Background: an optimization exercise with open tools, aiming at small area, a short achievable clock period and few clock cycles. Do not read the settings as production practice. Function was checked by simulation only, so behaviour that the tests miss may differ from the original.

==> run a: inputs <==
// qfu
module qfu (
    input  wire        clk,
    input  wire        rst,           
    input  wire        host_valid,
    input  wire        host_we,
    input  wire [4:0]  host_addr,
    input  wire [31:0] host_wdata,
    output wire        host_ready,
    output reg  [31:0] host_rdata,
    output wire        mem_req,
    output wire        mem_we,
    output wire [15:0] mem_addr,
    output wire [15:0] mem_wdata,
    input  wire        mem_ready,
    input  wire [15:0] mem_rdata
);
Settings: LEC_CHECK=0, ABC_AREA=1, CAP_MARGIN=20, CORE_MARGIN=2, CORE_UTILIZATION=50, PLACE_DENSITY=0.65, SETUP_SLACK_MARGIN=5, SLEW_MARGIN=20, SYNTH_MEMORY_MAX_BITS=8192; clock period 14.0 ns.
run.sh (not shown) runs the stock make flow with config.mk's settings and CLKGATE_MAP_FILE= SYNTH_SCRIPT=/design/flow/synth_recipe.tcl, a recipe that flattens the netlist after the stock synthesis.
==> run b (differences from run a) <==
--- a/flow/design.v
+++ b/flow/design.v
@@ -327,15 +327,19 @@
     wire free_now = (state == S_IDLE) || wb_now;
     wire busy     = (state != S_IDLE);
     wire [3:0] ha = host_addr[3:0];
     wire h_reg   = !host_addr[4];
     wire h_cmd   = host_addr == 5'd16;
     wire h_free  = host_addr[4] && !(h_cmd && host_we);     
-    wire h_rd_ok = free_now && !(wb_now && ha == rd);
+    wire bg_rd   = (state == S_DIV) || (state == S_LRD1) || (state == S_LRD2) ||
+                   (state == S_EX && (op_div || op_lut));
+    wire h_rd_ok = free_now ? !(wb_now && ha == rd) : (bg_rd && ha != rd);
+    wire bg_wr   = busy && !wb_now && !op_vmul;
     wire h_wr_ok = (state == S_IDLE) || (wb_now && ha == rd) ||
-                   (wb_ff && ha != pa && ha != pb);
+                   (wb_ff && ha != pa && ha != pb) ||
+                   (bg_wr && ha != rd && ha != cmd[19:16] && ha != cmd[15:12] && ha != cmd[11:8]);
     wire h_cmd_ok = free_now && !(wb_now && (host_wdata[19:16] == rd || host_wdata[15:12] == rd));
     assign host_ready = h_free ||
                         (h_reg && (host_we ? h_wr_ok : h_rd_ok)) ||
                         (h_cmd && h_cmd_ok);
     wire host_fire   = host_valid && host_ready;
     wire host_reg_wr = host_fire && host_we && h_reg;
@@ -501,13 +505,13 @@
                 pb_cont = rc;
             if (op_sin)
                 pb_cont = ra;
         end
     end
     wire        new_cmd = h_cmd && host_we && free_now;    
-    wire        pa_host = h_reg && !host_we && ((state == S_IDLE) || wb_ff || lut_ph);
+    wire        pa_host = h_reg && !host_we && ((state == S_IDLE) || wb_ff || bg_rd);
     wire [3:0]  pa_op   = new_cmd ? host_wdata[19:16] : pa_cont;
     wire [3:0]  pb_op   = new_cmd ? host_wdata[15:12] : pb_cont;
     assign      rd_pa   = rf_word(rf, pa_host ? ha : pa_op);
     wire [31:0] rd_pb   = rf_word(rf, pb_op);
     wire [31:0] cmd_n = acc_cmd ? host_wdata : cmd;
     wire [7:0]  op_n  = cmd_n[31:24];
CORE_UTILIZATION = 45   (was 50)
CTS_BUF_LIST = sky130_fd_sc_hd__clkbuf_8   (was unset)
PLACE_DENSITY = 0.62   (was 0.65)
==> qor summary <==
| item | run b | run a |
|---|---|---|
| Run status | timing/DRC/antenna clean | timing/DRC/antenna clean |
| Die outline area | 123,000 sq um | 111,000 sq um |
| Starting density of the core | 0.453 | 0.504 |
| Average wire per standard cell | 27.4 um | 27.8 um |
| Number of gates on the worst path with buffers counted | 27 | 17 |
| Placed Instances | 8,564 | 8,179 |
| Fin worst setup slack | 5.05 ns | 5.03 ns |
| Worst reg2reg endpoint | rf[181] | rf[368] |
| Fraction of standard cell area that is sequential | 0.328 | 0.329 |
| Actual transition at the worst max-transition pin | 1.26 ns | 1.26 ns |
| Crit. End Element | register | primary output |
| Critical path fanouts, max | 16 | 30 |
| Overall global routing resource usage | 0.382 | 0.407 |
| CP max stage delay | 0.53 ns | 0.58 ns |
| Share of synthesized cell area in full adder, half adder and majority cells | 0.0940 | 0.0941 |
| Non-clock buffer count in the final layout | 343 | 334 |
| Capturing element of the worst setup path | rf[138] | host_rdata[3] |
| Largest net degree at the start of global routing | 84 | 138 |
| TritonCTS Buffers | 118 | 81 |
| Total detailed-routing wirelength | 243 mm | 234 mm |
| Via count of the first global-routing pass | 49,577 | 48,442 |
| Core occupancy in the finished layout | 0.510 | 0.568 |
Testbench counts of run a, summed over its fixed seeds: cycles 10,962.
Testbench counts of run b, summed over its fixed seeds: cycles 10,736.

==> amber: inputs <==
qfu again, from the RTL that the note above started with.
clock: 14.0 ns
lec_check: 0
abc_area: 1
cap_margin: 20
core_margin: 2
core_utilization: 50
cts_buf_list: sky130_fd_sc_hd__clkbuf_8
place_density: 0.65
setup_slack_margin: 5
slew_margin: 20
synth_memory_max_bits: 8192
==> zinc: changes against amber <==
--- a/flow/design.v
+++ b/flow/design.v
@@ -326,17 +326,21 @@
     wire wb_now   = wb_ff || lut_last;
     wire free_now = (state == S_IDLE) || wb_now;
     wire busy     = (state != S_IDLE);
     wire [3:0] ha = host_addr[3:0];
     wire h_reg   = !host_addr[4];
     wire h_cmd   = host_addr == 5'd16;
     wire h_free  = host_addr[4] && !(h_cmd && host_we);     
-    wire h_rd_ok = free_now && !(wb_now && ha == rd);
+    wire bg_rd   = (state == S_DIV) || (state == S_LRD1) || (state == S_LRD2) ||
+                   (state == S_EX && (op_div || op_lut));
+    wire h_rd_ok = free_now ? !(wb_now && ha == rd) : (bg_rd && ha != rd);
+    wire bg_wr   = busy && !wb_now && !op_vmul;
     wire h_wr_ok = (state == S_IDLE) || (wb_now && ha == rd) ||
-                   (wb_ff && ha != pa && ha != pb);
+                   (wb_ff && ha != pa && ha != pb) ||
+                   (bg_wr && ha != rd && ha != cmd[19:16] && ha != cmd[15:12] && ha != cmd[11:8]);
     wire h_cmd_ok = free_now && !(wb_now && (host_wdata[19:16] == rd || host_wdata[15:12] == rd));
     assign host_ready = h_free ||
                         (h_reg && (host_we ? h_wr_ok : h_rd_ok)) ||
                         (h_cmd && h_cmd_ok);
     wire host_fire   = host_valid && host_ready;
     wire host_reg_wr = host_fire && host_we && h_reg;
     wire host_cmd_wr = host_fire && host_we && h_cmd;
@@ -500,15 +504,15 @@
             if (op_interp)
                 pb_cont = rc;
             if (op_sin)
                 pb_cont = ra;
         end
     end
     wire        new_cmd = h_cmd && host_we && free_now;    
-    wire        pa_host = h_reg && !host_we && ((state == S_IDLE) || wb_ff || lut_ph);
+    wire        pa_host = h_reg && !host_we && ((state == S_IDLE) || wb_ff || bg_rd);
     wire [3:0]  pa_op   = new_cmd ? host_wdata[19:16] : pa_cont;
     wire [3:0]  pb_op   = new_cmd ? host_wdata[15:12] : pb_cont;
     assign      rd_pa   = rf_word(rf, pa_host ? ha : pa_op);
     wire [31:0] rd_pb   = rf_word(rf, pb_op);
     wire [31:0] cmd_n = acc_cmd ? host_wdata : cmd;
     wire [7:0]  op_n  = cmd_n[31:24];
     wire n_m23    = (op_n == OP_M151616);
==> juniper: changes against amber <==
--- a/flow/design.v
+++ b/flow/design.v
@@ -326,17 +326,21 @@
     wire wb_now   = wb_ff || lut_last;
     wire free_now = (state == S_IDLE) || wb_now;
     wire busy     = (state != S_IDLE);
     wire [3:0] ha = host_addr[3:0];
     wire h_reg   = !host_addr[4];
     wire h_cmd   = host_addr == 5'd16;
     wire h_free  = host_addr[4] && !(h_cmd && host_we);     
-    wire h_rd_ok = free_now && !(wb_now && ha == rd);
+    wire bg_rd   = (state == S_DIV) || (state == S_LRD1) || (state == S_LRD2) ||
+                   (state == S_EX && (op_div || op_lut));
+    wire h_rd_ok = free_now ? !(wb_now && ha == rd) : (bg_rd && ha != rd);
+    wire bg_wr   = busy && !wb_now && !op_vmul;
     wire h_wr_ok = (state == S_IDLE) || (wb_now && ha == rd) ||
-                   (wb_ff && ha != pa && ha != pb);
+                   (wb_ff && ha != pa && ha != pb) ||
+                   (bg_wr && ha != rd && ha != cmd[19:16] && ha != cmd[15:12] && ha != cmd[11:8]);
     wire h_cmd_ok = free_now && !(wb_now && (host_wdata[19:16] == rd || host_wdata[15:12] == rd));
     assign host_ready = h_free ||
                         (h_reg && (host_we ? h_wr_ok : h_rd_ok)) ||
                         (h_cmd && h_cmd_ok);
     wire host_fire   = host_valid && host_ready;
     wire host_reg_wr = host_fire && host_we && h_reg;
     wire host_cmd_wr = host_fire && host_we && h_cmd;
@@ -500,15 +504,15 @@
             if (op_interp)
                 pb_cont = rc;
             if (op_sin)
                 pb_cont = ra;
         end
     end
     wire        new_cmd = h_cmd && host_we && free_now;    
-    wire        pa_host = h_reg && !host_we && ((state == S_IDLE) || wb_ff || lut_ph);
+    wire        pa_host = h_reg && !host_we && ((state == S_IDLE) || wb_ff || bg_rd);
     wire [3:0]  pa_op   = new_cmd ? host_wdata[19:16] : pa_cont;
     wire [3:0]  pb_op   = new_cmd ? host_wdata[15:12] : pb_cont;
     assign      rd_pa   = rf_word(rf, pa_host ? ha : pa_op);
     wire [31:0] rd_pb   = rf_word(rf, pb_op);
     wire [31:0] cmd_n = acc_cmd ? host_wdata : cmd;
     wire [7:0]  op_n  = cmd_n[31:24];
     wire n_m23    = (op_n == OP_M151616);
- CORE_UTILIZATION: 50 -> 40
- PLACE_DENSITY: 0.65 -> 0.6
==> garnet: changes against amber <==
- CORE_UTILIZATION: 50 -> 45
- PLACE_DENSITY: 0.65 -> 0.62
==> comparison <==
Synthesized cell count is the same in garnet and amber.
In garnet the register-to-register slack is better than in juniper, by 50 ps.
Against garnet, the clock-buffer cell count of amber is higher by 2.
Via count, lowest first: amber, garnet, zinc, juniper.
In synthesized area, amber and garnet do not differ.
Cell area, lowest first: amber, garnet, zinc, juniper.
In zinc the non-clock buffer count is lower than in garnet, by 23.
In flip-flop and latch count, garnet and juniper do not differ.
Testbench counts of amber, summed over its fixed seeds: cycles 10,962.
Testbench counts of zinc, summed over its fixed seeds: cycles 10,736.
Testbench counts of juniper, summed over its fixed seeds: cycles 10,736.
Testbench counts of garnet, summed over its fixed seeds: cycles 10,962.

-- port drivers added, routing unchanged --
The flow's constraints put no driver on any port. The routed layouts listed below were extracted and timed again, unchanged, in two steps. Step 1 (the two cells are an assumption about what drives the block):
set clk [get_ports {clk}]
set_driving_cell -lib_cell sky130_fd_sc_hd__clkbuf_16 $clk
set_driving_cell -lib_cell sky130_fd_sc_hd__buf_2 [delete_from_list [all_inputs] $clk]
Step 2 times the ports against the registers' clock, not the clock port: input delays grow and output delays shrink by t, the midpoint of the rising clock arrivals with the driver on. a / b / c = ideal / step 1 / step 2; a / b = the first two.
| run | t, ns | setup slack, ns | worst hold slack (ns) | pins driven straight from the clock port |
|---|---|---|---|---|
| run a | 0.752 | 5.032 / 4.965 / 4.358 | 0.482 / 0.482 / 0.482 | 1 |
| run b | 0.902 | 5.052 / 4.997 / 4.202 | 0.455 / 0.455 / 0.455 | 1 |
| amber | 0.889 | 5.029 / 4.964 / 4.279 | 0.480 / 0.480 / 0.480 | 1 |
| zinc | 0.869 | 5.134 / 5.072 / 4.297 | 0.457 / 0.457 / 0.457 | 1 |
| juniper | 0.915 | 5.026 / 4.975 / 4.162 | 0.491 / 0.491 / 0.491 | 1 |
| garnet | 0.914 | 4.984 / 4.963 / 4.194 | 0.503 / 0.503 / 0.503 | 1 |
After both steps every run listed still meets setup and hold. The setup slack of juniper, which loses most, moves by -0.051 ns with the drivers and by -0.864 ns with both steps.
